What follows belongs to an exercise in optimizing a design on an open flow for small area, a short achievable clock period and few clock cycles per item; a production flow would make more cautious choices.
Where RTL was checked, it was by simulation tests only, not by an equivalence proof against the original.
No functional check of the RTL was part of runs 3 to 6.

## design/flow/config.mk

```make
export PLATFORM = sky130hd
export DESIGN_NAME = plc_blk_codec
export DESIGN_NICKNAME = plc_blk_codec
export VERILOG_FILES = /design/flow/design.v
export SDC_FILE = /design/flow/constraint.sdc
export NUM_CORES = 4
export LEC_CHECK = 0
export CAP_MARGIN = 20
export CORE_MARGIN = 2
export CORE_UTILIZATION = 60
export CTS_BUF_LIST = sky130_fd_sc_hd__clkbuf_4 sky130_fd_sc_hd__clkbuf_8
export CTS_CLUSTER_SIZE = 20
export PLACE_DENSITY = 0.75
export SETUP_SLACK_MARGIN = 2.45
export SLEW_MARGIN = 20
export DONT_USE_CELLS = sky130_fd_sc_hd__xor3_1 sky130_fd_sc_hd__xor3_2 sky130_fd_sc_hd__xor3_4 sky130_fd_sc_hd__xnor3_1 sky130_fd_sc_hd__xnor3_2 sky130_fd_sc_hd__xnor3_4
```

## design/flow/constraint.sdc

```tcl
create_clock -name core_clock -period 5.0 [get_ports {clk}]
set_input_delay 1.0000 -clock core_clock [delete_from_list [all_inputs] [get_ports {clk}]]
set_output_delay 1.0000 -clock core_clock [all_outputs]
set_load 0.01 [all_outputs]
```

## design/flow/design.v

```verilog
module plc_crc32_word (
    input  wire [31:0] x,
    output wire [31:0] y
);
    wire t32 = x[2] ^ x[7];
    wire t33 = x[0] ^ x[22];
    wire t34 = x[3] ^ x[5];
    wire t35 = x[4] ^ t33;
    wire t36 = x[1] ^ x[23];
    wire t37 = x[10] ^ x[26];
    wire t38 = x[11] ^ x[27];
    wire t39 = x[17] ^ x[24];
    wire t40 = x[6] ^ x[25];
    wire t41 = x[14] ^ x[30];
    wire t42 = x[12] ^ x[28];
    wire t43 = x[13] ^ x[29];
    wire t44 = x[19] ^ x[31];
    wire t45 = x[8] ^ x[20];
    wire t46 = x[9] ^ t40;
    wire t47 = x[18] ^ x[26];
    wire t48 = x[18] ^ x[25];
    wire t49 = x[6] ^ x[16];
    wire t50 = x[3] ^ x[21];
    wire t51 = x[8] ^ t34;
    wire t52 = x[9] ^ t32;
    wire t53 = x[15] ^ t41;
    wire t54 = t36 ^ t37;
    wire t55 = x[5] ^ x[12];
    wire t56 = t39 ^ t43;
    wire t57 = x[0] ^ t42;
    wire t58 = t32 ^ t45;
    wire t59 = x[4] ^ x[24];
    wire t60 = x[7] ^ t38;
    wire t61 = x[21] ^ t51;
    wire t62 = x[30] ^ t38;
    wire t63 = x[13] ^ t35;
    wire t64 = x[19] ^ x[22];
    wire t65 = t48 ^ t53;
    wire t66 = x[23] ^ t49;
    wire t67 = x[2] ^ x[29];
    wire t68 = x[30] ^ t47;
    wire t69 = x[16] ^ t43;
    wire t70 = x[27] ^ t44;
    wire t71 = x[15] ^ x[28];
    wire t72 = t39 ^ t61;
    wire t73 = x[31] ^ t33;
    wire t74 = x[1] ^ x[11];
    wire t75 = x[15] ^ x[17];
    wire t76 = t52 ^ t66;
    wire t77 = t40 ^ t44;
    wire t78 = t41 ^ t70;
    wire t79 = x[24] ^ t50;
    wire t80 = x[20] ^ t57;
    wire t81 = x[2] ^ t35;
    wire t82 = x[14] ^ t52;
    wire t83 = x[14] ^ x[23];
    wire t84 = t55 ^ t58;
    wire t85 = x[20] ^ t59;
    wire t86 = t46 ^ t54;
    wire t87 = x[7] ^ t65;
    wire t88 = t35 ^ t49;
    wire t89 = t50 ^ t56;
    wire t90 = x[31] ^ t79;
    wire t91 = t37 ^ t48;
    wire t92 = t46 ^ t57;
    wire t93 = x[13] ^ t60;
    wire t94 = x[16] ^ x[25];
    wire t95 = t39 ^ t67;
    wire t96 = t32 ^ t77;
    wire t97 = t69 ^ t80;
    wire t98 = x[10] ^ t51;
    wire t99 = t71 ^ t76;
    wire t100 = x[27] ^ t64;
    wire t101 = x[7] ^ x[29];
    wire t102 = x[3] ^ x[26];
    wire t103 = t36 ^ t102;
    wire t104 = t58 ^ t103;
    wire t105 = t88 ^ t104;
    wire t106 = x[4] ^ x[27];
    wire t107 = t36 ^ t106;
    wire t108 = t52 ^ t107;
    wire t109 = t108 ^ t72;
    wire t110 = x[18] ^ x[24];
    wire t111 = x[28] ^ t110;
    wire t112 = t46 ^ t111;
    wire t113 = t81 ^ t98;
    wire t114 = t112 ^ t113;
    wire t115 = x[4] ^ x[11];
    wire t116 = x[19] ^ t34;
    wire t117 = t101 ^ t115;
    wire t118 = t116 ^ t117;
    wire t119 = t86 ^ t118;
    wire t120 = x[6] ^ t37;
    wire t121 = t59 ^ t62;
    wire t122 = t120 ^ t84;
    wire t123 = t121 ^ t122;
    wire t124 = x[31] ^ t61;
    wire t125 = t92 ^ t93;
    wire t126 = t124 ^ t125;
    wire t127 = x[2] ^ x[3];
    wire t128 = x[9] ^ x[10];
    wire t129 = t83 ^ t127;
    wire t130 = t128 ^ t129;
    wire t131 = t130 ^ t97;
    wire t132 = x[4] ^ x[10];
    wire t133 = t74 ^ t132;
    wire t134 = t53 ^ t133;
    wire t135 = t89 ^ t134;
    wire t136 = x[11] ^ x[16];
    wire t137 = x[31] ^ t55;
    wire t138 = t136 ^ t137;
    wire t139 = t65 ^ t81;
    wire t140 = t138 ^ t139;
    wire t141 = t44 ^ t75;
    wire t142 = t141 ^ t63;
    wire t143 = t84 ^ t142;
    wire t144 = x[5] ^ x[21];
    wire t145 = t47 ^ t144;
    wire t146 = t145 ^ t63;
    wire t147 = t82 ^ t146;
    wire t148 = x[6] ^ x[14];
    wire t149 = x[15] ^ t36;
    wire t150 = t148 ^ t100;
    wire t151 = t149 ^ t98;
    wire t152 = t150 ^ t151;
    wire t153 = x[11] ^ t85;
    wire t154 = t153 ^ t99;
    wire t155 = x[0] ^ x[10];
    wire t156 = x[12] ^ t94;
    wire t157 = t101 ^ t155;
    wire t158 = t156 ^ t157;
    wire t159 = t158 ^ t72;
    wire t160 = x[8] ^ x[17];
    wire t161 = t74 ^ t160;
    wire t162 = t46 ^ t68;
    wire t163 = t161 ^ t63;
    wire t164 = t162 ^ t163;
    wire t165 = x[18] ^ t55;
    wire t166 = t54 ^ t70;
    wire t167 = t165 ^ t82;
    wire t168 = t166 ^ t167;
    wire t169 = x[16] ^ t59;
    wire t170 = t64 ^ t71;
    wire t171 = t54 ^ t169;
    wire t172 = t170 ^ t93;
    wire t173 = t171 ^ t172;
    wire t174 = x[5] ^ t38;
    wire t175 = t42 ^ t45;
    wire t176 = t83 ^ t94;
    wire t177 = t95 ^ t174;
    wire t178 = t175 ^ t176;
    wire t179 = t177 ^ t178;
    wire t180 = x[15] ^ t68;
    wire t181 = t89 ^ t92;
    wire t182 = t180 ^ t181;
    wire t183 = x[1] ^ x[7];
    wire t184 = t183 ^ t35;
    wire t185 = t69 ^ t91;
    wire t186 = t78 ^ t184;
    wire t187 = t185 ^ t186;
    wire t188 = x[17] ^ x[28];
    wire t189 = t34 ^ t44;
    wire t190 = t188 ^ t53;
    wire t191 = t60 ^ t189;
    wire t192 = t88 ^ t190;
    wire t193 = t191 ^ t192;
    wire t194 = t34 ^ t42;
    wire t195 = t47 ^ t67;
    wire t196 = t75 ^ t73;
    wire t197 = t194 ^ t195;
    wire t198 = t196 ^ t197;
    wire t199 = t43 ^ t58;
    wire t200 = t68 ^ t100;
    wire t201 = t199 ^ t200;
    wire t202 = x[0] ^ x[9];
    wire t203 = x[23] ^ x[28];
    wire t204 = t45 ^ t50;
    wire t205 = t202 ^ t203;
    wire t206 = t204 ^ t205;
    wire t207 = t78 ^ t206;
    wire t208 = x[8] ^ x[29];
    wire t209 = t37 ^ t208;
    wire t210 = t209 ^ t90;
    wire t211 = t99 ^ t210;
    wire t212 = x[20] ^ t62;
    wire t213 = t95 ^ t86;
    wire t214 = t212 ^ t213;
    wire t215 = t32 ^ t42;
    wire t216 = t62 ^ t91;
    wire t217 = t215 ^ t90;
    wire t218 = t216 ^ t217;
    wire t219 = t36 ^ t38;
    wire t220 = t219 ^ t96;
    wire t221 = t97 ^ t220;
    wire t222 = x[21] ^ t41;
    wire t223 = t42 ^ t35;
    wire t224 = t56 ^ t66;
    wire t225 = t222 ^ t223;
    wire t226 = t224 ^ t225;
    wire t227 = x[5] ^ t36;
    wire t228 = t56 ^ t73;
    wire t229 = t227 ^ t228;
    wire t230 = t87 ^ t229;
    wire t231 = x[3] ^ x[22];
    wire t232 = t44 ^ t231;
    wire t233 = t85 ^ t232;
    wire t234 = t233 ^ t87;
    wire t235 = x[1] ^ x[15];
    wire t236 = x[21] ^ t33;
    wire t237 = t34 ^ t235;
    wire t238 = t236 ^ t237;
    wire t239 = t96 ^ t238;
    assign y[0] = t105;
    assign y[1] = t109;
    assign y[2] = t114;
    assign y[3] = t119;
    assign y[4] = t123;
    assign y[5] = t126;
    assign y[6] = t131;
    assign y[7] = t135;
    assign y[8] = t140;
    assign y[9] = t143;
    assign y[10] = t147;
    assign y[11] = t152;
    assign y[12] = t154;
    assign y[13] = t159;
    assign y[14] = t164;
    assign y[15] = t168;
    assign y[16] = t173;
    assign y[17] = t179;
    assign y[18] = t182;
    assign y[19] = t187;
    assign y[20] = t193;
    assign y[21] = t198;
    assign y[22] = t201;
    assign y[23] = t207;
    assign y[24] = t211;
    assign y[25] = t214;
    assign y[26] = t218;
    assign y[27] = t221;
    assign y[28] = t226;
    assign y[29] = t230;
    assign y[30] = t234;
    assign y[31] = t239;
endmodule
module plc_blk_tx (
    input  wire        clk,
    input  wire        rst,
    input  wire        cmd_valid,
    output wire        cmd_ready,
    input  wire [15:0] cmd_ssn,
    input  wire [8:0]  cmd_boff,
    input  wire        cmd_bflag,
    input  wire        cmd_long,
    input  wire        in_valid,
    output wire        in_ready,
    input  wire [31:0] in_data,
    output reg         out_valid,
    input  wire        out_ready,
    output reg  [31:0] out_data,
    output reg         out_last
);
    reg        p_cmd, p_body, p_tail;
    reg        e_cmd, e_body;
    reg [6:0]  cnt;         
    reg [31:0] x;           
    wire [31:0] mx;
    plc_crc32_word u_crc (.x(x), .y(mx));
    wire [31:0] hdr = {3'b000, 1'b0, cmd_bflag, 1'b0, 1'b1,
                       (cmd_bflag ? cmd_boff : 9'd0), cmd_ssn};
    wire r_free = !out_valid || out_ready;
    assign cmd_ready = e_cmd || (p_cmd && out_ready);
    assign in_ready  = e_body || (p_body && out_ready);
    wire cmd_fire = cmd_valid && cmd_ready;
    wire in_fire  = in_valid && in_ready;
    wire acc      = cmd_fire || in_fire;
    wire tail_go  = p_tail && r_free;
    wire last     = in_fire && (cnt == 7'd0);
    wire [31:0] acc_word = p_body ? in_data : hdr;
    wire p_cmd_n  = cmd_fire ? 1'b0 : (p_cmd || tail_go);
    wire p_body_n = cmd_fire ? 1'b1 : (p_body && !last);
    wire p_tail_n = last ? 1'b1 : (p_tail && !tail_go);
    wire out_valid_n = r_free ? (acc || p_tail) : out_valid;
    always @(posedge clk) begin
        if (rst) begin
            p_cmd     <= 1'b1;
            p_body    <= 1'b0;
            p_tail    <= 1'b0;
            e_cmd     <= 1'b1;
            e_body    <= 1'b0;
            cnt       <= 7'd0;
            out_valid <= 1'b0;
            out_last  <= 1'b0;
        end else begin
            p_cmd     <= p_cmd_n;
            p_body    <= p_body_n;
            p_tail    <= p_tail_n;
            e_cmd     <= p_cmd_n && !out_valid_n;
            e_body    <= p_body_n && !out_valid_n;
            out_valid <= out_valid_n;
            if (cmd_fire)
                cnt <= cmd_long ? 7'd127 : 7'd31;
            else if (in_fire)
                cnt <= cnt - 7'd1;
            if (r_free)
                out_last <= p_tail;
        end
    end
    always @(posedge clk) begin
        if (acc)
            x <= (p_body ? mx : 32'hFFFFFFFF) ^ acc_word;
        if (r_free)
            out_data <= p_tail ? ~mx : acc_word;
    end
endmodule
module plc_blk_rx (
    input  wire        clk,
    input  wire        rst,
    input  wire        in_valid,
    output wire        in_ready,
    input  wire [31:0] in_data,
    input  wire        in_long,
    output reg         res_valid,
    input  wire        res_ready,
    output reg         res_ok,
    output reg         res_fmterr,
    output reg  [31:0] res_hdr
);
    localparam [31:0] K = 32'hDEBB20E3;   
    reg        hdr_ph;      
    reg [7:0]  cnt;         
    reg [31:0] x;           
    reg        blong;
    reg        hraw;        
    reg        hcp;         
    reg        chk_d;       
    reg        in_rdy;      
    reg        in_rdy_rr;   
    wire [31:0] mx;
    plc_crc32_word u_crc (.x(x), .y(mx));
    assign in_ready = in_rdy || (in_rdy_rr && res_ready);
    wire fire     = in_valid && in_ready;
    wire hdr_fire = fire && hdr_ph;
    wire chk_fire = fire && !hdr_ph && (cnt == 8'd0);
    wire slot_free = !res_valid || res_ready;
    wire copy      = hcp && slot_free;
    wire hdr_ph_n    = hdr_fire ? 1'b0 : (chk_fire ? 1'b1 : hdr_ph);
    wire [7:0] cnt_n = hdr_fire ? (in_long ? 8'd128 : 8'd32) :
                       (fire ? cnt - 8'd1 : cnt);
    wire hcp_n       = hdr_fire || (hcp && !slot_free);
    wire res_valid_n = chk_d || (res_valid && !res_ready);
    wire [31:0] w = in_data ^ (hraw ? K : 32'd0);
    always @(posedge clk) begin
        if (fire)
            x <= (hdr_ph ? 32'd0 : mx) ^ w;
        if (copy)
            res_hdr <= x;
    end
    always @(posedge clk) begin
        if (rst) begin
            hdr_ph     <= 1'b1;
            cnt        <= 8'd0;
            blong      <= 1'b0;
            hraw       <= 1'b0;
            hcp        <= 1'b0;
            chk_d      <= 1'b0;
            in_rdy     <= 1'b1;
            in_rdy_rr  <= 1'b0;
            res_valid  <= 1'b0;
            res_ok     <= 1'b0;
            res_fmterr <= 1'b0;
        end else begin
            hdr_ph    <= hdr_ph_n;
            cnt       <= cnt_n;
            hcp       <= hcp_n;
            chk_d     <= chk_fire;
            res_valid <= res_valid_n;
            if (fire)
                hraw <= hdr_ph;
            in_rdy    <= !(hcp_n && res_valid_n) &&
                         !((res_valid_n || chk_fire) && !hdr_ph_n && cnt_n == 8'd0);
            in_rdy_rr <= hcp_n && res_valid_n;
            if (hdr_fire)
                blong <= in_long;
            if (chk_d) begin
                res_ok     <= &x;
                res_fmterr <= res_hdr[27] && !blong &&
                              (res_hdr[24] || res_hdr[23]);
            end
        end
    end
endmodule
module plc_blk_codec (
    input  wire        clk,
    input  wire        rst,
    input  wire        tx_cmd_valid,
    output wire        tx_cmd_ready,
    input  wire [15:0] tx_cmd_ssn,
    input  wire [8:0]  tx_cmd_boff,
    input  wire        tx_cmd_bflag,
    input  wire        tx_cmd_long,
    input  wire        tx_in_valid,
    output wire        tx_in_ready,
    input  wire [31:0] tx_in_data,
    output wire        tx_out_valid,
    input  wire        tx_out_ready,
    output wire [31:0] tx_out_data,
    output wire        tx_out_last,
    input  wire        rx_in_valid,
    output wire        rx_in_ready,
    input  wire [31:0] rx_in_data,
    input  wire        rx_in_long,
    output wire        rx_res_valid,
    input  wire        rx_res_ready,
    output wire        rx_res_ok,
    output wire        rx_res_fmterr,
    output wire [31:0] rx_res_hdr
);
    plc_blk_tx u_tx (
        .clk(clk), .rst(rst),
        .cmd_valid(tx_cmd_valid), .cmd_ready(tx_cmd_ready),
        .cmd_ssn(tx_cmd_ssn), .cmd_boff(tx_cmd_boff),
        .cmd_bflag(tx_cmd_bflag), .cmd_long(tx_cmd_long),
        .in_valid(tx_in_valid), .in_ready(tx_in_ready), .in_data(tx_in_data),
        .out_valid(tx_out_valid), .out_ready(tx_out_ready),
        .out_data(tx_out_data), .out_last(tx_out_last)
    );
    plc_blk_rx u_rx (
        .clk(clk), .rst(rst),
        .in_valid(rx_in_valid), .in_ready(rx_in_ready),
        .in_data(rx_in_data), .in_long(rx_in_long),
        .res_valid(rx_res_valid), .res_ready(rx_res_ready),
        .res_ok(rx_res_ok), .res_fmterr(rx_res_fmterr), .res_hdr(rx_res_hdr)
    );
endmodule
```

## design/flow/flow/run.sh

```bash
#!/bin/bash
# Standard ORFS layout with a few extra ORFS settings passed to make.
set -euo pipefail
# keep three-input XOR cells out of the mapping: two-input XORs are smaller
# and faster for the CRC networks
echo 'export DONT_USE_CELLS = sky130_fd_sc_hd__xor3_1 sky130_fd_sc_hd__xor3_2 sky130_fd_sc_hd__xor3_4 sky130_fd_sc_hd__xnor3_1 sky130_fd_sc_hd__xnor3_2 sky130_fd_sc_hd__xnor3_4' >> config.mk
bash standard.sh BUFFER_PORTS_ARGS=-buffer_cell\ sky130_fd_sc_hd__buf_1 finish > standard.log 2>&1
```

## design/flow/standard.sh

```bash
#!/bin/bash
# synth_recipe.tcl (not shown) runs the flow's synth.tcl, then flattens the netlist and writes it again
# the make line also repeats each setting of config.mk as NAME=value (left out here)
make -C /OpenROAD-flow-scripts/flow DESIGN_CONFIG=/design/flow/config.mk WORK_HOME=/design/flow/orfs CLKGATE_MAP_FILE= SYNTH_SCRIPT=/design/flow/synth_recipe.tcl "${@:-finish}"
```

==> results.toml, run 1 <==
[run_status]
status = "finished clean"

[grt]
antenna_found_initial = 2
grt_pass1_wl_um = 42000
grt_remaining_overflow = 0
grt_usage = 0.284
grt_max_degree = 83
grt_pass1_vias = 7390

[routing]
wl_per_cell_um = 19.6
drt.antenna.violating_nets = 0
wl_met3_um = 2630
drcViolationCount = 0
vias = 7753
drtIter0Drc = 611
first_pass_iters = 5
viasPerCell = 5.50
dr.max_layer_used = "met5"
m1WireLength_um = 13100
dr_wl_met2_um = 11600
finalWirelength_um = 27600

[synthesis]
syn_inst = 1032
syn_area_per_cell_um2 = 10.6
syn_nets = 1135
async_flop_share = 0
synth.distinct_cells = 41
syn-cell-area_um2 = 10900
yosys_most_used_dff = "edfxtp_1"
ys_seq_elements = 160
synth_area_leader_cell = "edfxtp_1"
synth_top_area_share = 0.351
synth_area_leaders = "edfxtp_1 (35%), xnor2_1 (33%), dfxtp_1 (5.9%), xor2_1 (5.7%), a21oi_1 (3.1%)"
ys_warn_count = 2
yosysSeqAreaShare = 0.410
synth_edf_count = 128

[setup_path]
slowest_delay_ns = 0.60
start_kind = "flop"
cp-startpoint = "u_rx.x[5]$_DFFE_PN_"
endpoint_kind = "flop"
r2r-start = "u_rx.x[5]$_DFFE_PN_"
worst_path_most_repeated_cell = "xnor2_1"
crit_path_max_fanout = 7
crit_type = "reg2reg"
cp_cell_sequence = "xnor2_1 -> xnor2_1 -> xnor2_1 -> xnor2_1 -> xnor2_1 -> nor2_1 -> xnor2_1"
crit_arrival_ns = 2.77
slowest_stage = "edfxtp_1"
cpLargestDelayFamily = "XOR/XNOR gates"
cp_num_buf_inv = 0
required_ns = 5.24

[place]
place_hpwl_um = 20300
dpl.cell_count = 1367
gp_congestion = 0.985
io_buffer_count = 170
dpl_cell_area_um2 = 11600

[floorplanning]
die_h_um = 139
die_area_um2 = 19300
die_w_um = 139
core_region_area_um2 = 17900
io_pins = 171
start_util = 0.611
rows = 49

[clock_network]
cts_root_buf = "clkbuf_8"
clkTransAtPathRegs_ns = 0.10
clock_path_buffers = 2
clkLatencyLatePin_ns = 0.47
cts_max_level = 4
cts_tree = "done"
cts_made_buffers = 17
cts_sinks = 160

[timing]
period_needed_ns = 2.53
rsz0062_at_grt = "yes"
period_share = 0.506
relSlewSlack = 0.394
slew_violations = 0
worst_slew_pin_slew_ns = 0.904
finalClockSkew_ns = 0.0123
setup_violations = 0
tns_ns = 0
hold_violations = 0
max_freq_mhz = 395

[layout]
fin_util = 0.692
fill_cells = 1437
drive_above_1_share = 0.0881
fin_area_um2 = 12400
area_delta_synth_final_pct = 13.3
fin_cells = 1410
nets = 1270

[job]
drv_cap = 0

[min_path]
hp-start = "u_tx.out_last$_SDFFE_PP0N_"
worstHoldPathType = "reg2reg"
-- state kept, by name, summed over array words and instances, names as in the netlist, 7 cells and up --
signal / flops
u_tx.x: 32
u_tx.cnt: 7
u_rx.x: 32
u_rx.cnt: 8
u_rx.res_hdr: 32
u_tx.out_data: 32
-- cells in the mapped netlist (3+ instances only) --
| library cell | instances |
|---|---|
| nor2b_1 | 21 |
| xor2_2 | 3 |
| xnor2_2 | 13 |
| a221oi_1 | 8 |
| nand2b_1 | 3 |
| clkbuf_1 | 36 |
| edfxtp_1 | 128 |
| buf_2 | 25 |
| inv_1 | 10 |
| nor2_1 | 58 |
| a22oi_1 | 12 |
| buf_1 | 5 |
| xor2_1 | 71 |
| nor4_1 | 6 |
| xnor2_1 | 413 |
| ha_1 | 4 |
| dfxtp_1 | 32 |
| nand4_1 | 8 |
| nor3_1 | 11 |
| nand2_1 | 33 |
| nand3_1 | 9 |
| a21o_1 | 3 |
| a21oi_1 | 67 |
| a211oi_1 | 11 |
| o21ai_0 | 18 |
-- cell families (layout without fill, tap and decap cells) --
group                    after synthesis  count (layout)  share of synthesized area
AO/OA/AOI/OAI                        126             126                     0.0678
XOR/XNOR                             502             502                      0.416
adder cells (fa/ha/maj)                4               4                    0.00458
other                                  0               1                          0
AND/OR/NAND/NOR                      159             159                     0.0689
flip-flops                           160             160                      0.410
buffers and inverters                 81             229                     0.0323
-- per-stage QoR --
| step | hold WS, ns | worst slack (ns) |
|---|---|---|
| floorplan | 0.421 | 2.45 |
| global placement | 0.452 | 1.93 |
| detailed placement | 0.456 | 1.85 |
| CTS | 0.473 | 2.45 |
| global route | 0.497 | 2.33 |
| finish | 0.472 | 2.47 |
-- repair_timing --
| action | CTS | global route |
|---|---|---|
| endpoints found under the setup margin | 16 | 27 |
| hold buffers | 0 | 0 |
| cloned | 1 | 0 |
| resized for setup | 10 | 28 |
| buffers inserted | 2 | 7 |
-- layout make-up --
cell class,count,area (um^2),area share
clock inverter,14,124,0.0100
sequential,160,4490,0.362
multi-input combinational,791,6440,0.520
clock buffer,18,241,0.0195
antenna,1,2.50,0.000202
inverter,10,41.3,0.00333
timing repair buffer,186,758,0.0612
timing repair inverter,1,5.00,0.000404
tap,229,287,0.0231
-- final timing paths --
check                                     to  depth (start not counted)  slack (ns)
setup / recovery         u_rx.x[5]$_DFFE_PN_                          7        2.47
hold / removal    u_tx.out_last$_SDFFE_PP0N_                          2        0.47
setup reg to reg         u_rx.x[5]$_DFFE_PN_                          7        2.47
hold reg to reg   u_tx.out_last$_SDFFE_PP0N_                          2        0.47
-- tightest hold or removal path, cell delays in order, from the launching register on --
cell and delay (ns):
dfxtp_1 0.32, nand2_1 0.05, a21oi_1 0.06
-- cell usage in the layout (no fill, tap or decap), types with 12 or more instances in the layout --
master | synthesis | final
a22oi_1 | 12 | 12
buf_4 | 2 | 16
nor2b_1 | 21 | 20
nand2_1 | 33 | 31
clkbuf_8 | 0 | 17
nor2_1 | 58 | 58
xnor2_2 | 13 | 30
o21ai_0 | 18 | 18
edfxtp_1 | 128 | 128
dfxtp_1 | 32 | 29
a21oi_1 | 67 | 67
xnor2_1 | 413 | 387
buf_1 | 5 | 170
xor2_1 | 71 | 70
-- metal layers --
| metal | GRT usage | vias to the layer above |
|---|---|---|
| met5 | 0 | - |
| met4 | 0.0564 | 2 |
| met3 | 0.0756 | 24 |
| met2 | 0.396 | 346 |
| met1 | 0.445 | 3689 |
| li1 | - | 3692 |
Testbench counts, summed over its fixed seeds: cycles 5,579, items 96.
==> inputs of run 2 (changes only) <==
--- a/design/flow/config.mk
+++ b/design/flow/config.mk
@@ -13,3 +13,3 @@
 export PLACE_DENSITY = 0.75
-export SETUP_SLACK_MARGIN = 2.45
+export SETUP_SLACK_MARGIN = 2.35
 export SLEW_MARGIN = 20
==> run 2 against run 1 <==
  * Via count is 1.9% lower
  * Sequential cell count stayed put
  * Register-to-register slack worse by 0.08 ns
  * Highest routed layer unchanged
==> results.toml, run 2 <==
[layout]
nets = 1265
mostFrequentLayoutCells = "xnor2_1 (401), buf_1 (170), edfxtp_1 (128)"
area_delta_synth_final_pct = 11.5
drive_above_1_share = 0.0715
fill_cells = 1453
final_common_cell = "xnor2_1"

[synthesis]
synth_adder_area_share = 0.00458
yosys_most_used_dff = "edfxtp_1"
async_flop_share = 0
synthTopCellsByCount = "xnor2_1 (413), edfxtp_1 (128), xor2_1 (71)"
synth_compound_area_frac = 0.0678
synth_top_family_by_area = "XOR/XNOR gates"
yosys.area_share.simple = 0.0689
synth-xor-area-share = 0.416
synth_area_leader_cell = "edfxtp_1"
syn_area_per_cell_um2 = 10.6
yosysMostFrequentCell = "xnor2_1"
synth_area_leaders = "edfxtp_1 (35%), xnor2_1 (33%), dfxtp_1 (5.9%), xor2_1 (5.7%), a21oi_1 (3.1%)"
muxShareOfSynthArea = 0
synth.distinct_cells = 41
synth_top_area_share = 0.351
syn_inst = 1032
ys_warn_count = 2
synth_edf_count = 128
yosysSeqAreaShare = 0.410
syn-cell-area_um2 = 10900
syn_nets = 1135
ys_seq_elements = 160

[grt]
grt_use_met1 = 0.434
grt_pass1_vias = 7355
grt_usage = 0.279
grt_remaining_overflow = 0
grtUsageMet3 = 0.0611
grt_pass1_wl_um = 41300
use_met2 = 0.395
antenna_found_initial = 3
top_usage_layer = "met1"
grt_max_degree = 83

[clock_network]
clkTransAtPathRegs_ns = 0.09
cts_made_buffers = 17
cts_max_level = 4
cts_sinks = 160
cts_hold_buf = 0
clkLatencyLatePin_ns = 0.49
cts_tree = "done"
cts_root_buf = "clkbuf_8"
clock_path_buffers = 2

[routing]
drtIter0Drc = 654
viasPerCell = 5.41
finalWirelength_um = 27200
wl_per_cell_um = 19.3
vias = 7602
drt.antenna.violating_nets = 0
first_pass_iters = 5
drcViolationCount = 0

[timing]
hold_violations = 0
rsz0062_at_grt = "yes"
period_share = 0.522
period_needed_ns = 2.61
slew_violations = 0
tns_ns = 0
fin_ws_ns = 2.39
max_freq_mhz = 383
relSlewSlack = 0.294
worst_slew_pin_slew_ns = 1.06
finalClockSkew_ns = 0.0191
setup_violations = 0

[setup_path]
required_ns = 5.24
cp-startpoint = "u_rx.x[0]$_DFFE_PN_"
ff2ff_setup_slack_ns = 2.39
r2r-start = "u_rx.x[0]$_DFFE_PN_"
crit_type = "reg2reg"
ff2ff_path_depth = 7
crit_path_max_fanout = 6
start_kind = "flop"
endpoint_kind = "flop"
r2r_end = "u_rx.x[20]$_DFFE_PN_"
crit_arrival_ns = 2.85

[floorplanning]
die_area_um2 = 19300
io_pins = 171
die_w_um = 139
die_h_um = 139
start_util = 0.611
core_region_area_um2 = 17900
rows = 49

[place]
place_hpwl_um = 20100
dp_slack_ns = 1.78
io_buffer_count = 170
gp_congestion = 0.970

[min_path]
worstHoldPathType = "reg2reg"
whs_path_depth = 2
whs_endpoint = "u_tx.out_last$_SDFFE_PP0N_"
hp-start = "u_tx.out_last$_SDFFE_PP0N_"

[job]
drv_cap = 0

[run_status]
status = "finished clean"
==> run 2: changes by cell type in the layout (fill, tap and decap cells not counted), moves of 2 or more <==
cell | previous run | this run
buf_4 | 16 | 11
xnor2_4 | 11 | 5
nand2_4 | 2 | 0
xnor2_1 | 387 | 401
xnor2_2 | 30 | 22
clkinvlp_4 | 3 | 1
inv_8 | 2 | 5
nand2_2 | 0 | 2
==> run 2: worst max-delay path by stage <==
stage | slack [ns] | to | cells past startpoint
floorplan | 2.40 | u_rx.in_rdy$_SDFF_PP1_ | 7
global placement | 1.89 | u_rx.in_rdy$_SDFF_PP1_ | 8
detailed placement | 1.78 | u_rx.in_rdy$_SDFF_PP1_ | 8
CTS | 2.39 | u_tx.x[18]$_DFFE_PP_ | 7
global route | 2.29 | u_rx.x[5]$_DFFE_PN_ | 7
finish | 2.39 | u_rx.x[20]$_DFFE_PN_ | 7
==> run 2: through the flow <==
stage | std cells | area [um^2] | hold WS [ns] | utilization
after floorplan | 1032 | 11000 | 0.421 | -
after global placement | 1367 | 11600 | 0.452 | 0.649
after detailed placement | 1367 | 11600 | 0.465 | 0.649
after CTS | 1400 | 12000 | 0.482 | 0.673
after global routing | 1404 | 12200 | 0.513 | 0.681
final | 1406 | 12200 | 0.481 | 0.681
==> run 2: layout make-up <==
cell class,count,area (um^2),area share
diodes,2,5.00,0.000411
clock buffers,17,234,0.0192
inverters,10,41.3,0.00339
multi-input cells,791,6240,0.512
flip-flops and latches,160,4490,0.368
well taps,229,287,0.0235
repair buffers,181,721,0.0591
clock inverters,15,168,0.0138
repair inverters,1,5.00,0.000411
==> run 2: routing by layer <==
metal	wire, um	part of all wire
met1	13100	0.48
met2	11400	0.42
met3	2290	0.084
met4	354	0.013
met5	11	0.00041
==> run 2: what timing repair did <==
item | CTS | global route
setup buffers | 0 | 4
gates cloned | 1 | 0
gates resized for setup | 3 | 13
setup endpoints to repair | 5 | 16
==> run 2: worst max-delay path, cell delays in order, from the launching register on <==
cell and delay, ns:
edfxtp_1 0.59, xnor2_2 0.35, xnor2_1 0.21, xnor2_1 0.40
xnor2_2 0.18, xnor2_1 0.39, nor2_1 0.10, xnor2_1 0.14
==> run 2: cells by family after synthesis <==
| group | Yosys count |
|---|---|
| compound gates | 126 |
| xor+xnor | 502 |
| fa+ha+maj | 4 |
| buf+inv | 81 |
| flops | 160 |
| simple gates | 159 |
==> inputs of run 3 (changes only) <==
--- a/design/flow/design.v
+++ b/design/flow/design.v
@@ -262,4 +262,6 @@
 );
-    reg        p_cmd, p_body, p_tail;
-    reg        e_cmd, e_body;
+    localparam P_CMD  = 2'd0;   
+    localparam P_BODY = 2'd1;   
+    localparam P_TAIL = 2'd2;   
+    reg [1:0]  phase;
     reg [6:0]  cnt;         
@@ -271,4 +273,4 @@
     wire r_free = !out_valid || out_ready;
-    assign cmd_ready = e_cmd || (p_cmd && out_ready);
-    assign in_ready  = e_body || (p_body && out_ready);
+    assign cmd_ready = (phase == P_CMD) && r_free;
+    assign in_ready  = (phase == P_BODY) && r_free;
     wire cmd_fire = cmd_valid && cmd_ready;
@@ -276,16 +278,8 @@
     wire acc      = cmd_fire || in_fire;
-    wire tail_go  = p_tail && r_free;
-    wire last     = in_fire && (cnt == 7'd0);
-    wire [31:0] acc_word = p_body ? in_data : hdr;
-    wire p_cmd_n  = cmd_fire ? 1'b0 : (p_cmd || tail_go);
-    wire p_body_n = cmd_fire ? 1'b1 : (p_body && !last);
-    wire p_tail_n = last ? 1'b1 : (p_tail && !tail_go);
-    wire out_valid_n = r_free ? (acc || p_tail) : out_valid;
+    wire body     = (phase == P_BODY);
+    wire tail     = (phase == P_TAIL);
+    wire [31:0] acc_word = body ? in_data : hdr;
     always @(posedge clk) begin
         if (rst) begin
-            p_cmd     <= 1'b1;
-            p_body    <= 1'b0;
-            p_tail    <= 1'b0;
-            e_cmd     <= 1'b1;
-            e_body    <= 1'b0;
+            phase     <= P_CMD;
             cnt       <= 7'd0;
@@ -294,14 +288,16 @@
         end else begin
-            p_cmd     <= p_cmd_n;
-            p_body    <= p_body_n;
-            p_tail    <= p_tail_n;
-            e_cmd     <= p_cmd_n && !out_valid_n;
-            e_body    <= p_body_n && !out_valid_n;
-            out_valid <= out_valid_n;
-            if (cmd_fire)
-                cnt <= cmd_long ? 7'd127 : 7'd31;
-            else if (in_fire)
+            if (cmd_fire) begin
+                phase <= P_BODY;
+                cnt   <= cmd_long ? 7'd127 : 7'd31;
+            end else if (in_fire) begin
+                if (cnt == 7'd0)
+                    phase <= P_TAIL;
                 cnt <= cnt - 7'd1;
-            if (r_free)
-                out_last <= p_tail;
+            end else if (tail && r_free) begin
+                phase <= P_CMD;
+            end
+            if (r_free) begin
+                out_valid <= acc || tail;
+                out_last  <= tail;
+            end
         end
@@ -310,5 +306,5 @@
         if (acc)
-            x <= (p_body ? mx : 32'hFFFFFFFF) ^ acc_word;
+            x <= (body ? mx : 32'hFFFFFFFF) ^ acc_word;
         if (r_free)
-            out_data <= p_tail ? ~mx : acc_word;
+            out_data <= tail ? ~mx : acc_word;
     end
@@ -328,3 +324,2 @@
 );
-    localparam [31:0] K = 32'hDEBB20E3;   
     reg        hdr_ph;      
@@ -333,15 +328,13 @@
     reg        blong;
-    reg        hraw;        
-    reg        hcp;         
     reg        chk_d;       
-    reg        in_rdy;      
-    reg        in_rdy_rr;   
+    reg        hdr_pend;    
+    reg        in_rdy;
     wire [31:0] mx;
     plc_crc32_word u_crc (.x(x), .y(mx));
-    assign in_ready = in_rdy || (in_rdy_rr && res_ready);
-    wire fire     = in_valid && in_ready;
+    assign in_ready = in_rdy;
+    wire fire     = in_valid && in_rdy;
     wire hdr_fire = fire && hdr_ph;
     wire chk_fire = fire && !hdr_ph && (cnt == 8'd0);
-    wire slot_free = !res_valid || res_ready;
-    wire copy      = hcp && slot_free;
+    wire slot_free = !chk_d && (!res_valid || res_ready);
+    wire hdr_take  = (hdr_fire || hdr_pend) && slot_free;
     wire hdr_ph_n    = hdr_fire ? 1'b0 : (chk_fire ? 1'b1 : hdr_ph);
@@ -349,10 +342,9 @@
                        (fire ? cnt - 8'd1 : cnt);
-    wire hcp_n       = hdr_fire || (hcp && !slot_free);
+    wire hdr_pend_n  = (hdr_fire || hdr_pend) && !slot_free;
     wire res_valid_n = chk_d || (res_valid && !res_ready);
-    wire [31:0] w = in_data ^ (hraw ? K : 32'd0);
     always @(posedge clk) begin
         if (fire)
-            x <= (hdr_ph ? 32'd0 : mx) ^ w;
-        if (copy)
-            res_hdr <= x;
+            x <= (hdr_ph ? 32'hFFFFFFFF : mx) ^ in_data;
+        if (hdr_take)
+            res_hdr <= hdr_pend ? ~x : in_data;
     end
@@ -363,7 +355,5 @@
             blong      <= 1'b0;
-            hraw       <= 1'b0;
-            hcp        <= 1'b0;
             chk_d      <= 1'b0;
+            hdr_pend   <= 1'b0;
             in_rdy     <= 1'b1;
-            in_rdy_rr  <= 1'b0;
             res_valid  <= 1'b0;
@@ -374,10 +364,7 @@
             cnt       <= cnt_n;
-            hcp       <= hcp_n;
             chk_d     <= chk_fire;
+            hdr_pend  <= hdr_pend_n;
             res_valid <= res_valid_n;
-            if (fire)
-                hraw <= hdr_ph;
-            in_rdy    <= !(hcp_n && res_valid_n) &&
+            in_rdy    <= !hdr_pend_n &&
                          !((res_valid_n || chk_fire) && !hdr_ph_n && cnt_n == 8'd0);
-            in_rdy_rr <= hcp_n && res_valid_n;
             if (hdr_fire)
--- a/design/flow/flow/run.sh
+++ b/design/flow/flow/run.sh
@@ -6,2 +6,2 @@
 echo 'export DONT_USE_CELLS = sky130_fd_sc_hd__xor3_1 sky130_fd_sc_hd__xor3_2 sky130_fd_sc_hd__xor3_4 sky130_fd_sc_hd__xnor3_1 sky130_fd_sc_hd__xnor3_2 sky130_fd_sc_hd__xnor3_4' >> config.mk
-bash standard.sh BUFFER_PORTS_ARGS=-buffer_cell\ sky130_fd_sc_hd__buf_1 finish > standard.log 2>&1
+bash standard.sh BUFFER_PORTS_ARGS=-buffer_cell\ sky130_fd_sc_hd__buf_2 finish > standard.log 2>&1
--- a/design/flow/config.mk
+++ b/design/flow/config.mk
@@ -9,7 +9,5 @@
 export CORE_MARGIN = 2
-export CORE_UTILIZATION = 60
-export CTS_BUF_LIST = sky130_fd_sc_hd__clkbuf_4 sky130_fd_sc_hd__clkbuf_8
-export CTS_CLUSTER_SIZE = 20
-export PLACE_DENSITY = 0.75
-export SETUP_SLACK_MARGIN = 2.35
+export CORE_UTILIZATION = 40
+export PLACE_DENSITY = 0.6
+export SETUP_SLACK_MARGIN = 2.6
 export SLEW_MARGIN = 20
==> run 3 against run 2 <==
  * Clock skew shrank 0.0048 ns
  * Design area up 19%
  * Sequential share of layout area down 6.5 points
  * Maximum frequency rose by 6.6%
  * Via count rose by 13%
  * Setup slack gained 0.16 ns
  * Core utilization shrank 18 points
  * Global-route usage fell by 6.3 points
  * Largest cell class unchanged
==> results.toml, run 3 <==
[run_status]
status = "finished clean"

[setup_path]
endpoint_kind = "output port"
crit_arrival_ns = 1.45
slowest_delay_ns = 0.15
crit_path_max_fanout = 3
start_kind = "input port"
slowest_stage = "nor2b_4"
required_ns = 4.00
crit_type = "in2out"
cp_cell_sequence = "buf_6 -> nor2b_4 -> nor3_4 -> buf_2"

[synthesis]
syn_nets = 1259
syn-cell-area_um2 = 11600
ys_seq_elements = 155
syn_area_per_cell_um2 = 10.0
synth.distinct_cells = 47
ys_warn_count = 2
synth_area_leaders = "edfxtp_1 (33%), xnor2_1 (31%), xor2_1 (5.8%), dfxtp_1 (4.7%), mux2i_1 (4.2%)"
yosys_most_used_dff = "edfxtp_1"
synthTopCellsByCount = "xnor2_1 (407), edfxtp_1 (128), nor2_1 (89)"
synth_area_leader_cell = "edfxtp_1"
yosysMostFrequentCell = "xnor2_1"
async_flop_share = 0
syn_inst = 1155
synth_edf_count = 128
yosysSeqAreaShare = 0.378
synth_top_area_share = 0.331

[timing]
relSlewSlack = 0.567
max_freq_mhz = 408
hold_violations = 0
tns_ns = 0
finalClockSkew_ns = 0.0142
holdWs_ns = 0.468
rsz0062_at_grt = "yes"
slew_violations = 0
period_share = 0.490
setup_violations = 0
worst_slew_pin_slew_ns = 0.650
period_needed_ns = 2.45

[routing]
drtIter0Drc = 690
finalWirelength_um = 34100
vias = 8601
first_pass_iters = 5
wl_per_cell_um = 19.7
drt.antenna.violating_nets = 0
drcViolationCount = 0
viasPerCell = 4.97

[floorplanning]
start_util = 0.405
core_region_area_um2 = 28600
die_h_um = 174
die_w_um = 174
io_pins = 171
die_area_um2 = 30400
rows = 62

[clock_network]
cts_tree = "done"
cts_hold_buf = 0
clkTransAtPathRegs_ns = 0.07
cts_max_level = 4
cts_root_buf = "clkbuf_16"
clkLatencyLatePin_ns = 0.43
cts_sinks = 155
cts_made_buffers = 17
clock_path_buffers = 2

[grt]
grt_usage = 0.216
grt_pass1_wl_um = 49600
grt_remaining_overflow = 0
antenna_found_initial = 0
grt_max_degree = 82
grt_pass1_vias = 8395

[layout]
final_common_cell = "xnor2_1"
drive_above_1_share = 0.281
area_delta_synth_final_pct = 24.8
nets = 1438
fill_cells = 2562
antennaDiodeCount = 0
mostFrequentLayoutCells = "xnor2_1 (355), buf_2 (169), edfxtp_1 (128)"

[job]
drv_cap = 0

[place]
gp_congestion = 0.972
io_buffer_count = 170
place_hpwl_um = 24200

[min_path]
worstHoldPathType = "reg2reg"
-- run 3: per-layer routing --
| metal | global-route usage | part of all wire | vias up | wire (um) |
|---|---|---|---|---|
| met4 | 0.0854 | 0.034 | 0 | 1170 |
| met5 | 0 | 0 | - | 0 |
| met2 | 0.374 | 0.50 | 250 | 17100 |
| li1 | - | - | 4131 | - |
| met1 | 0.270 | 0.42 | 4154 | 14200 |
| met3 | 0.0346 | 0.047 | 66 | 1610 |
-- run 3: final cells by class --
type | instances | area, um^2 | share of cell area
multi-input cells | 865 | 7370 | 0.509
flip-flops and latches | 155 | 4390 | 0.303
repair buffers | 251 | 1530 | 0.105
well taps | 384 | 480 | 0.0332
clock buffers | 19 | 433 | 0.0299
inverters | 44 | 171 | 0.0118
clock inverters | 13 | 105 | 0.00726
-- run 3: logic make-up (layout without fill, tap and decap cells) --
group,Yosys count,after routing,synth area share
buffers and inverters,136,327,0.0503
muxes,56,56,0.0491
DFF,155,155,0.378
xor gates and xnor gates,497,497,0.385
AOI/OAI and AO/OA,121,121,0.0624
and+or+nand+nor,185,186,0.0701
adders and majority gates,5,5,0.00539
-- run 3: final timing paths --
check / startpoint / to / slack (ns) / cells after the start
setup / recovery: tx_out_ready / tx_cmd_ready / 2.55 / 4
hold / removal: u_rx.blong$_SDFFE_PP0P_ / u_rx.blong$_SDFFE_PP0P_ / 0.47 / 2
setup reg to reg: u_tx.x[2]$_DFFE_PP_ / u_tx.x[27]$_DFFE_PP_ / 2.61 / 7
hold reg to reg: u_rx.blong$_SDFFE_PP0P_ / u_rx.blong$_SDFFE_PP0P_ / 0.47 / 2
-- run 3: repair_timing --
item                       CTS  global route
pin swaps                    2            10
resized for setup           52            41
setup endpoints to repair   94           112
cloned                       0             2
buffers inserted             8            65
-- run 3: metrics by stage --
stage	std cells	util	area, um^2	worst slack [ns]
floorplan	1155	-	11700	2.53
global placement	1624	0.441	12600	2.28
detailed placement	1624	0.441	12600	2.24
CTS	1664	0.476	13600	2.49
global route	1731	0.506	14500	2.52
finish	1731	0.506	14500	2.55
-- run 3: worst max-delay path, delay by kind of cell --
family | cells | cell delay, ns
buffers and inverters | 2 | 0.25
and+or+nand+nor | 2 | 0.20
==> inputs of run 4 (changes only) <==
--- a/design/flow/design.v
+++ b/design/flow/design.v
@@ -268,2 +268,6 @@
     reg [31:0] x;           
+    reg [31:0] s_data;      
+    reg        s_valid;
+    reg        cmd_rdy;
+    reg        in_rdy;
     wire [31:0] mx;
@@ -272,11 +276,22 @@
                        (cmd_bflag ? cmd_boff : 9'd0), cmd_ssn};
-    wire r_free = !out_valid || out_ready;
-    assign cmd_ready = (phase == P_CMD) && r_free;
-    assign in_ready  = (phase == P_BODY) && r_free;
-    wire cmd_fire = cmd_valid && cmd_ready;
-    wire in_fire  = in_valid && in_ready;
+    assign cmd_ready = cmd_rdy;
+    assign in_ready  = in_rdy;
+    wire cmd_fire = cmd_valid && cmd_rdy;
+    wire in_fire  = in_valid && in_rdy;
     wire acc      = cmd_fire || in_fire;
-    wire body     = (phase == P_BODY);
-    wire tail     = (phase == P_TAIL);
-    wire [31:0] acc_word = body ? in_data : hdr;
+    wire [31:0] acc_word = in_rdy ? in_data : hdr;
+    wire r_free = !out_valid || out_ready;
+    wire tail_go = (phase == P_TAIL) && !s_valid && r_free;
+    reg  [1:0] phase_n;
+    reg        s_valid_n;
+    always @* begin
+        phase_n = phase;
+        if (cmd_fire)
+            phase_n = P_BODY;
+        else if (in_fire && cnt == 7'd0)
+            phase_n = P_TAIL;
+        else if (tail_go)
+            phase_n = P_CMD;
+        s_valid_n = s_valid ? !r_free : (acc && !r_free);
+    end
     always @(posedge clk) begin
@@ -285,2 +300,5 @@
             cnt       <= 7'd0;
+            s_valid   <= 1'b0;
+            cmd_rdy   <= 1'b1;
+            in_rdy    <= 1'b0;
             out_valid <= 1'b0;
@@ -288,15 +306,13 @@
         end else begin
-            if (cmd_fire) begin
-                phase <= P_BODY;
-                cnt   <= cmd_long ? 7'd127 : 7'd31;
-            end else if (in_fire) begin
-                if (cnt == 7'd0)
-                    phase <= P_TAIL;
+            phase   <= phase_n;
+            s_valid <= s_valid_n;
+            cmd_rdy <= (phase_n == P_CMD) && !s_valid_n;
+            in_rdy  <= (phase_n == P_BODY) && !s_valid_n;
+            if (cmd_fire)
+                cnt <= cmd_long ? 7'd127 : 7'd31;
+            else if (in_fire)
                 cnt <= cnt - 7'd1;
-            end else if (tail && r_free) begin
-                phase <= P_CMD;
-            end
             if (r_free) begin
-                out_valid <= acc || tail;
-                out_last  <= tail;
+                out_valid <= s_valid || acc || (phase == P_TAIL);
+                out_last  <= !s_valid && !acc && (phase == P_TAIL);
             end
@@ -306,5 +322,7 @@
         if (acc)
-            x <= (body ? mx : 32'hFFFFFFFF) ^ acc_word;
+            x <= (in_rdy ? mx : 32'hFFFFFFFF) ^ acc_word;
+        if (acc && !r_free)
+            s_data <= acc_word;
         if (r_free)
-            out_data <= tail ? ~mx : acc_word;
+            out_data <= s_valid ? s_data : (acc ? acc_word : ~mx);
     end
==> run 4 against run 3 <==
  * Synthesized cell count is 5.7% higher
  * Non-clock buffer count is 19 lower
  * Global-route usage is 1.7 points lower
  * Setup slack better by 0.086 ns
  * Clock skew is 0.00090 ns lower
  * Sequential share of layout area is 4.3 points higher
  * First-iteration DRC count is 24% lower
  * Die area is 12% higher
  * Critical path depth is 2 higher
  * Critical path type is now reg2reg
==> results.toml, run 4 <==
[floorplanning]
core_region_area_um2 = 32400
die_area_um2 = 34100
start_util = 0.403
die_w_um = 185
rows = 66
io_pins = 171
die_h_um = 185

[min_path]
worstHoldPathType = "reg2reg"

[routing]
drtIter0Drc = 523
vias = 8968
wl_per_cell_um = 18.4
drcViolationCount = 0
viasPerCell = 4.87
drt.antenna.violating_nets = 0
first_pass_iters = 5
finalWirelength_um = 33900

[layout]
seq_area_um2 = 5410
fin_cells = 1843
final_common_cell = "xnor2_1"
drive_above_1_share = 0.251
nets = 1488
area_delta_synth_final_pct = 19.7
fin_util = 0.483
fill_cells = 3046
multiInputGateArea_um2 = 7460
mostFrequentLayoutCells = "xnor2_1 (336), buf_2 (170), edfxtp_1 (160)"

[place]
io_buffer_count = 170
gp_congestion = 0.910
dpl.cell_count = 1753
place_hpwl_um = 24000

[synthesis]
synth_top_area_share = 0.368
yosys_most_used_dff = "edfxtp_1"
synth_edf_count = 160
yosysMostFrequentCell = "xnor2_1"
syn-cell-area_um2 = 13100
yosysSeqAreaShare = 0.414
async_flop_share = 0
synthTopCellsByCount = "xnor2_1 (373), edfxtp_1 (160), mux2i_1 (94)"
ys_seq_elements = 190
synth_area_leader_cell = "edfxtp_1"
ys_warn_count = 2
syn_nets = 1324
syn_area_per_cell_um2 = 10.7
synth.distinct_cells = 52
syn_inst = 1221
synth_area_leaders = "edfxtp_1 (37%), xnor2_1 (25%), mux2i_1 (7.2%), dfxtp_1 (4.6%), xor2_1 (4.4%)"

[clock_network]
cts_root_buf = "clkbuf_16"
cts_made_buffers = 17
cts_max_level = 4
clkTransAtPathRegs_ns = 0.07
cts_sinks = 190
clkLatencyLatePin_ns = 0.45
clock_path_buffers = 2
cts_tree = "done"

[timing]
finalClockSkew_ns = 0.0133
max_freq_mhz = 423
setup_violations = 0
slew_violations = 0
tns_ns = 0
relSlewSlack = 0.424
worst_slew_pin_slew_ns = 0.860
period_share = 0.472
period_needed_ns = 2.36
hold_violations = 0
rsz0062_at_grt = "yes"

[setup_path]
crit_arrival_ns = 2.56
crit_path_max_fanout = 5
endpoint_kind = "flop"
start_kind = "flop"
crit_type = "reg2reg"
required_ns = 5.20

[grt]
grt_pass1_wl_um = 50400
grt_max_degree = 59
antenna_found_initial = 4
grt_remaining_overflow = 0
grt_pass1_vias = 8396
grt_usage = 0.199

[job]
drv_cap = 0

[run_status]
status = "finished clean"
[run 4: changes by cell type after synthesis, sizes merged, moves of 8 or more]
cell    previous run  this run
xnor2            417       400
mux2i             49        94
inv               43        70
a21oi             59        39
xor2              80        67
nand2b             6        15
and2               0        10
edfxtp           128       160
nor2              89        57
nor2b              9        17
[run 4: per-stage QoR]
step | setup slack [ns] | hold WS, ns | cell area [um^2]
2_1_floorplan | 2.28 | 0.450 | 13100
3_3_place_gp | 1.71 | 0.457 | 14200
3_5_place_dp | 1.61 | 0.464 | 14200
4_1_cts | 2.61 | 0.478 | 15100
5_1_grt | 2.51 | 0.503 | 15600
6_report | 2.64 | 0.476 | 15600
[run 4: layout make-up]
class                           instances  area share
Timing Repair Buffer                  232      0.0860
Antenna cell                            3    0.000480
Clock inverter                         14     0.00824
Tap cell                              442      0.0354
Timing Repair inverter                  1    0.000320
Multi-Input combinational cell        872       0.477
Sequential cell                       190       0.346
Inverter                               71      0.0178
Clock buffer                           18      0.0288
[run 4: kinds of logic after synthesis]
family / Yosys count / synth area share
buf+inv: 160 / 0.0515
compound gates: 103 / 0.0496
simple gates: 203 / 0.0753
flops: 190 / 0.414
fa+ha+maj: 4 / 0.00383
mux: 94 / 0.0721
xor+xnor: 467 / 0.334
[run 4: path summary, 6_finish.rpt]
kind                           start                 endpoint  slack [ns]  depth (start not counted)
min reg2reg  u_rx.blong$_SDFFE_PP0P_  u_rx.blong$_SDFFE_PP0P_        0.48                          2
max             u_tx.x[11]$_DFFE_PN_     u_tx.x[16]$_DFFE_PN_        2.64                          6
max reg2reg     u_tx.x[11]$_DFFE_PN_     u_tx.x[16]$_DFFE_PN_        2.64                          6
min          u_rx.blong$_SDFFE_PP0P_  u_rx.blong$_SDFFE_PP0P_        0.48                          2
[run 4: per-layer routing]
layer / up-vias / GRT usage / part of all wire
met2: 239 / 0.304 / 0.45
met1: 4330 / 0.289 / 0.48
met5: - / 0 / 0.00056
li1: 4365 / - / -
met3: 30 / 0.0415 / 0.053
met4: 4 / 0.0486 / 0.011
[run 4: worst max-delay path: stages (launching register included)]
cell	delay (ns)
edfxtp_1	0.59
xnor2_4	0.35
xnor2_1	0.24
xnor2_1	0.13
xnor2_1	0.40
mux2i_1	0.30
xnor2_1	0.09
[run 4: timing repair]
item,in CTS,in global routing
endpoints found under the setup margin,99,87
pin swaps,3,4
hold buffers,0,0
endpoints found under the hold margin,0,0
setup buffers,8,45
gates resized for setup,32,29
gates cloned,2,0
==> inputs of run 5 (changes only) <==
--- a/design/flow/config.mk
+++ b/design/flow/config.mk
@@ -11,3 +11,3 @@
 export PLACE_DENSITY = 0.6
-export SETUP_SLACK_MARGIN = 2.6
+export SETUP_SLACK_MARGIN = 3.0
 export SLEW_MARGIN = 20
==> run 5 against run 4 <==
  * Maximum frequency is 0.79% lower
  * Global-route usage is 4.2 points higher
  * Design area is 33% higher
  * Sequential share of layout area is 8.6 points lower
  * Largest cell class unchanged
==> results.toml, run 5 <==
[clock_network]
clkTransAtPathRegs_ns = 0.07
cts_root_buf = "clkbuf_16"
cts_tree = "done"
clkLatencyLatePin_ns = 0.46
cts_max_level = 4
cts_sinks = 190
cts_hold_buf = 0
cts_made_buffers = 17
clock_path_buffers = 2

[place]
dpl_cell_area_um2 = 14400
gp_congestion = 0.914
place_hpwl_um = 24000
io_buffer_count = 170

[floorplanning]
io_pins = 171
rows = 66
die_h_um = 185
die_area_um2 = 34100
start_util = 0.403
die_w_um = 185
core_region_area_um2 = 32400

[grt]
grt_max_degree = 38
antenna_found_initial = 0
grt_pass1_wl_um = 60400
grt_pass1_vias = 9958
grt_remaining_overflow = 0
grt_usage = 0.242

[routing]
finalWirelength_um = 49600
viasPerCell = 5.29
first_pass_iters = 6
drt.antenna.violating_nets = 0
vias = 10932
wl_per_cell_um = 24.0
drcViolationCount = 0
drtIter0Drc = 889

[layout]
antennaDiodeCount = 0
fin_area_um2 = 20800
fill_cells = 2257
drive_above_1_share = 0.515
area_delta_synth_final_pct = 59.6
mostFrequentLayoutCells = "buf_4 (193), buf_2 (162), xnor2_1 (161)"
final_common_cell = "buf_4"
nets = 1716

[synthesis]
ys_warn_count = 2
synth_area_leader_cell = "edfxtp_1"
syn_inst = 1221
yosysSeqAreaShare = 0.414
synth.distinct_cells = 52
async_flop_share = 0
syn_area_per_cell_um2 = 10.7
ys_seq_elements = 190
syn_nets = 1324
syn-cell-area_um2 = 13100
synthTopCellsByCount = "xnor2_1 (373), edfxtp_1 (160), mux2i_1 (94)"
yosysMostFrequentCell = "xnor2_1"
synth_area_leaders = "edfxtp_1 (37%), xnor2_1 (25%), mux2i_1 (7.2%), dfxtp_1 (4.6%), xor2_1 (4.4%)"
synth_top_area_share = 0.368
synth_edf_count = 160
yosys_most_used_dff = "edfxtp_1"

[timing]
setup_violations = 0
max_freq_mhz = 420
finalClockSkew_ns = 0.0156
hold_violations = 0
relSlewSlack = 0.508
rsz0062_at_grt = "yes"
worst_slew_pin_slew_ns = 0.738
slew_violations = 0
tns_ns = 0
period_share = 0.476
holdWs_ns = 0.473
period_needed_ns = 2.38

[job]
drv_cap = 0

[setup_path]
crit_arrival_ns = 2.58
crit_type = "reg2reg"
start_kind = "flop"
r2r-start = "u_tx.x[7]$_DFFE_PN_"
cp-startpoint = "u_tx.x[7]$_DFFE_PN_"
crit_path_max_fanout = 3
endpoint_kind = "flop"
required_ns = 5.20

[run_status]
status = "finished clean"

[min_path]
hp-start = "u_rx.res_fmterr$_SDFFE_PP0P_"
worstHoldPathType = "reg2reg"
[run 5: stage by stage]
stage | instances | setup WS (ns) | utilization
floorplan | 1221 | 2.28 | -
CTS | 1985 | 2.78 | 0.565
finish | 2068 | 2.62 | 0.644
detailed placement | 1750 | 1.75 | 0.444
global placement | 1750 | 1.84 | 0.444
global route | 2068 | 2.59 | 0.644
[run 5: final timing paths]
check	to	slack (ns)	depth (start not counted)
worst max-delay path	u_tx.x[19]$_DFFE_PN_	2.62	8
worst min register to register	u_rx.res_fmterr$_SDFFE_PP0P_	0.47	2
worst max register to register	u_tx.x[19]$_DFFE_PN_	2.62	8
worst min-delay path	u_rx.res_fmterr$_SDFFE_PP0P_	0.47	2
[run 5: cells by family (layout without fill, tap and decap cells)]
logic type                 after synthesis  count (layout)  share of synthesized area
AOI/OAI and AO/OA                      103             104                     0.0496
muxes                                   94              94                     0.0721
adders and majority gates                4               4                    0.00383
and+or+nand+nor                        203             205                     0.0753
DFF                                    190             190                      0.414
buffers and inverters                  160             562                     0.0515
xor gates and xnor gates               467             467                      0.334
[run 5: timing repair]
action / CTS / global route
buffers inserted: 199 / 81
cloned: 4 / 2
resized for setup: 230 / 257
endpoints found under the setup margin: 243 / 187
pin swaps: 119 / 188
[run 5: area by class of cell]
class	count	area, um^2	share of cell area
Timing Repair inverter	3	35.0	0.00168
Timing Repair Buffer	456	3560	0.171
Multi-Input combinational cell	874	10400	0.497
Clock inverter	5	60.1	0.00288
Inverter	71	300	0.0144
Clock buffer	27	558	0.0268
Sequential cell	190	5420	0.260
Tap cell	442	553	0.0265
[run 5: critical path, stage by stage (launching register included)]
cell and delay, ns:
edfxtp_1 0.52, buf_6 0.21, buf_6 0.13, xor2_2 0.17, xnor2_2 0.37, xnor2_2 0.21
buf_4 0.19, mux2i_2 0.22, xnor2_1 0.10
[run 5: metal layers]
metal / track usage / up-vias / part of all wire
li1: - / 4781 / -
met1: 0.332 / 5436 / 0.40
met2: 0.373 / 551 / 0.48
met3: 0.0579 / 164 / 0.071
met4: 0.0832 / 0 / 0.052
met5: 0 / - / 0
==> inputs of run 6 (changes only) <==
--- a/design/flow/config.mk
+++ b/design/flow/config.mk
@@ -9,5 +9,5 @@
 export CORE_MARGIN = 2
-export CORE_UTILIZATION = 40
-export PLACE_DENSITY = 0.6
-export SETUP_SLACK_MARGIN = 3.0
+export CORE_UTILIZATION = 60
+export PLACE_DENSITY = 0.75
+export SETUP_SLACK_MARGIN = 2.6
 export SLEW_MARGIN = 20
==> run 6 against run 5 <==
  * Still clean on timing, DRC and antenna
  * Register-to-register slack worse by 0.02 ns
  * Critical path depth fell by 2
  * Synthesized area is the same
  * Global-route usage increased by 5.4 points
  * Maximum frequency down 0.77%
  * Final cell count is 19% lower
  * Die area down 33%
  * First-iteration DRC count fell by 5.4%
  * Clock-buffer cell count fell by 10
  * Synthesized cell count unchanged
==> results.toml, run 6 <==
[setup_path]
crit_arrival_ns = 2.60
required_ns = 5.20
crit_type = "reg2reg"
start_kind = "flop"
crit_path_max_fanout = 4
endpoint_kind = "flop"

[synthesis]
async_flop_share = 0
syn_nets = 1324
synth.distinct_cells = 52
ys_warn_count = 2
synthTopCellsByCount = "xnor2_1 (373), edfxtp_1 (160), mux2i_1 (94)"
ys_seq_elements = 190
yosys_most_used_dff = "edfxtp_1"
synth_edf_count = 160
synth-xor-area-share = 0.334
yosysMostFrequentCell = "xnor2_1"
yosysSeqAreaShare = 0.414
yosys.area_share.simple = 0.0753
syn_inst = 1221
syn-cell-area_um2 = 13100
syn_area_per_cell_um2 = 10.7
synth_adder_area_share = 0.00383
muxShareOfSynthArea = 0.0721
synth_compound_area_frac = 0.0496
synth_top_area_share = 0.368
synth_area_leader_cell = "edfxtp_1"
synth_area_leaders = "edfxtp_1 (37%), xnor2_1 (25%), mux2i_1 (7.2%), dfxtp_1 (4.6%), xor2_1 (4.4%)"
synth_top_family_by_area = "XOR/XNOR gates"

[routing]
wl_met3_um = 3120
finalWirelength_um = 33400
dr_wl_met2_um = 14800
viasPerCell = 5.51
drcViolationCount = 0
drtIter0Drc = 841
first_pass_iters = 5
m1WireLength_um = 15000
drt.antenna.violating_nets = 0
vias = 9187
wl_per_cell_um = 20.1
dr.max_layer_used = "met4"

[run_status]
status = "finished clean"

[timing]
worst_slew_pin_slew_ns = 0.960
max_freq_mhz = 417
rsz0062_at_grt = "yes"
period_share = 0.480
finalClockSkew_ns = 0.0142
slew_violations = 0
hold_violations = 0
holdWs_ns = 0.470
tns_ns = 0
relSlewSlack = 0.356
setup_violations = 0
period_needed_ns = 2.40

[grt]
grt_usage = 0.296
antenna_found_initial = 1
grt_max_degree = 46
grt_pass1_vias = 8748
grt_remaining_overflow = 0
grt_pass1_wl_um = 50400

[floorplanning]
rows = 53
io_pins = 171
die_w_um = 152
start_util = 0.615
die_h_um = 152
die_area_um2 = 23000
core_region_area_um2 = 21200

[place]
io_buffer_count = 170
place_hpwl_um = 23400
dpl_cell_area_um2 = 13900
gp_congestion = 0.965

[clock_network]
cts_tree = "done"
cts_made_buffers = 17
clkLatencyLatePin_ns = 0.45
cts_max_level = 4
cts_hold_buf = 0
clock_path_buffers = 2
cts_root_buf = "clkbuf_16"
cts_sinks = 190
clkTransAtPathRegs_ns = 0.08

[layout]
final_common_cell = "xnor2_1"
area_delta_synth_final_pct = 17.8
seq_area_um2 = 5410
nets = 1479
fin_area_um2 = 15400
mostFrequentLayoutCells = "xnor2_1 (343), buf_2 (170), edfxtp_1 (160)"
fill_cells = 1550
drive_above_1_share = 0.240
fin_util = 0.725
multiInputGateArea_um2 = 7420

[job]
drv_cap = 0

[min_path]
worstHoldPathType = "reg2reg"
-- run 6: cell count changes in the layout (fill, tap and decap cells not counted), sizes merged --
| cell | delta |
|---|---|
| inv | +2 |
| clkinv | +7 |
| o21a | -1 |
| clkinvlp | +1 |
| diode | +2 |
| bufinv | -1 |
| and2 | -1 |
| buf | -234 |
| clkbuf | -10 |
-- run 6: cell families after synthesis --
| logic type | Yosys count |
|---|---|
| AOI/OAI and AO/OA | 103 |
| xor gates and xnor gates | 467 |
| adders and majority gates | 4 |
| buffers and inverters | 160 |
| DFF | 190 |
| muxes | 94 |
| and+or+nand+nor | 203 |
-- run 6: repair_timing --
item	CTS	global route
buffers inserted	13	33
hold endpoints to repair	0	0
pin swaps	4	5
endpoints found under the setup margin	94	83
gates cloned	3	0
resized for setup	22	31
-- run 6: cell type report --
| type | count | area share |
|---|---|---|
| antenna | 2 | 0.000326 |
| tap | 275 | 0.0224 |
| clock buffer | 17 | 0.0277 |
| timing repair inverter | 2 | 0.000814 |
| multi-input combinational | 872 | 0.483 |
| inverter | 71 | 0.0183 |
| clock inverter | 15 | 0.0125 |
| timing repair buffer | 222 | 0.0834 |
| sequential | 190 | 0.352 |
-- run 6: layer usage --
metal | track usage | up-vias
met5 | 0 | -
met4 | 0.0694 | 0
met3 | 0.0518 | 42
met2 | 0.447 | 439
met1 | 0.446 | 4369
li1 | - | 4337
-- run 6: through the flow --
stage	setup slack, ns	std cells
final	2.60	1666
after floorplan	2.28	1221
after global routing	2.51	1664
after detailed placement	1.38	1583
after global placement	1.53	1583
after CTS	2.60	1631
-- run 6: worst max-delay path: stages (launching register included) --
cell	delay [ns]
edfxtp_1	0.61
xnor2_1	0.50
xnor2_1	0.25
xnor2_1	0.18
xnor2_1	0.35
nand2_1	0.12
xnor2_1	0.15
-- run 6: path summary, 6_finish.rpt --
check | slack [ns] | end | startpoint | depth (start not counted)
worst max-delay path | 2.60 | u_tx.x[6]$_DFFE_PN_ | u_tx.x[3]$_DFFE_PN_ | 6
worst min-delay path | 0.47 | u_tx.out_last$_SDFFE_PP0N_ | u_tx.out_last$_SDFFE_PP0N_ | 2
worst max register to register | 2.60 | u_tx.x[6]$_DFFE_PN_ | u_tx.x[3]$_DFFE_PN_ | 6
worst min register to register | 0.47 | u_tx.out_last$_SDFFE_PP0N_ | u_tx.out_last$_SDFFE_PP0N_ | 2

## port drivers added, routing unchanged
In the flow no input, the clock included, has a driving cell. The finished layouts below were timed again as built, in two steps.
Step 1 sets driving cells, clkbuf_16 on the clock port and buf_2 on the other inputs (assumed; they add their load-dependent delay and slew).
Step 2 also shifts input and output timing later by t, the mid clock arrival at the registers, as if the neighbouring blocks saw the same clock.
Slacks: ideal ports / drivers / drivers and shift; pairs: ideal ports / drivers.
run | t (ns) | slack for setup (ns) | hold slack, ns | cell pins on the clock port's net
run 1 | 0.502 | 2.468 / 2.468 / 2.154 | 0.472 / 0.472 / 0.472 | 1
run 2 | 0.522 | 2.390 / 2.390 / 1.967 | 0.481 / 0.481 / 0.481 | 1
run 3 | 0.473 | 2.551 / 2.521 / 2.276 | 0.468 / 0.468 / 0.468 | 1
run 4 | 0.499 | 2.638 / 2.638 / 2.318 | 0.476 / 0.476 / 0.476 | 1
run 5 | 0.508 | 2.619 / 2.619 / 2.386 | 0.473 / 0.473 / 0.473 | 1
run 6 | 0.492 | 2.600 / 2.600 / 2.295 | 0.470 / 0.470 / 0.470 | 1
After both steps setup and hold are still met in every run listed. The setup slack of run 2, which loses most, moves by 0.000 ns with the drivers and by -0.423 ns with both steps.
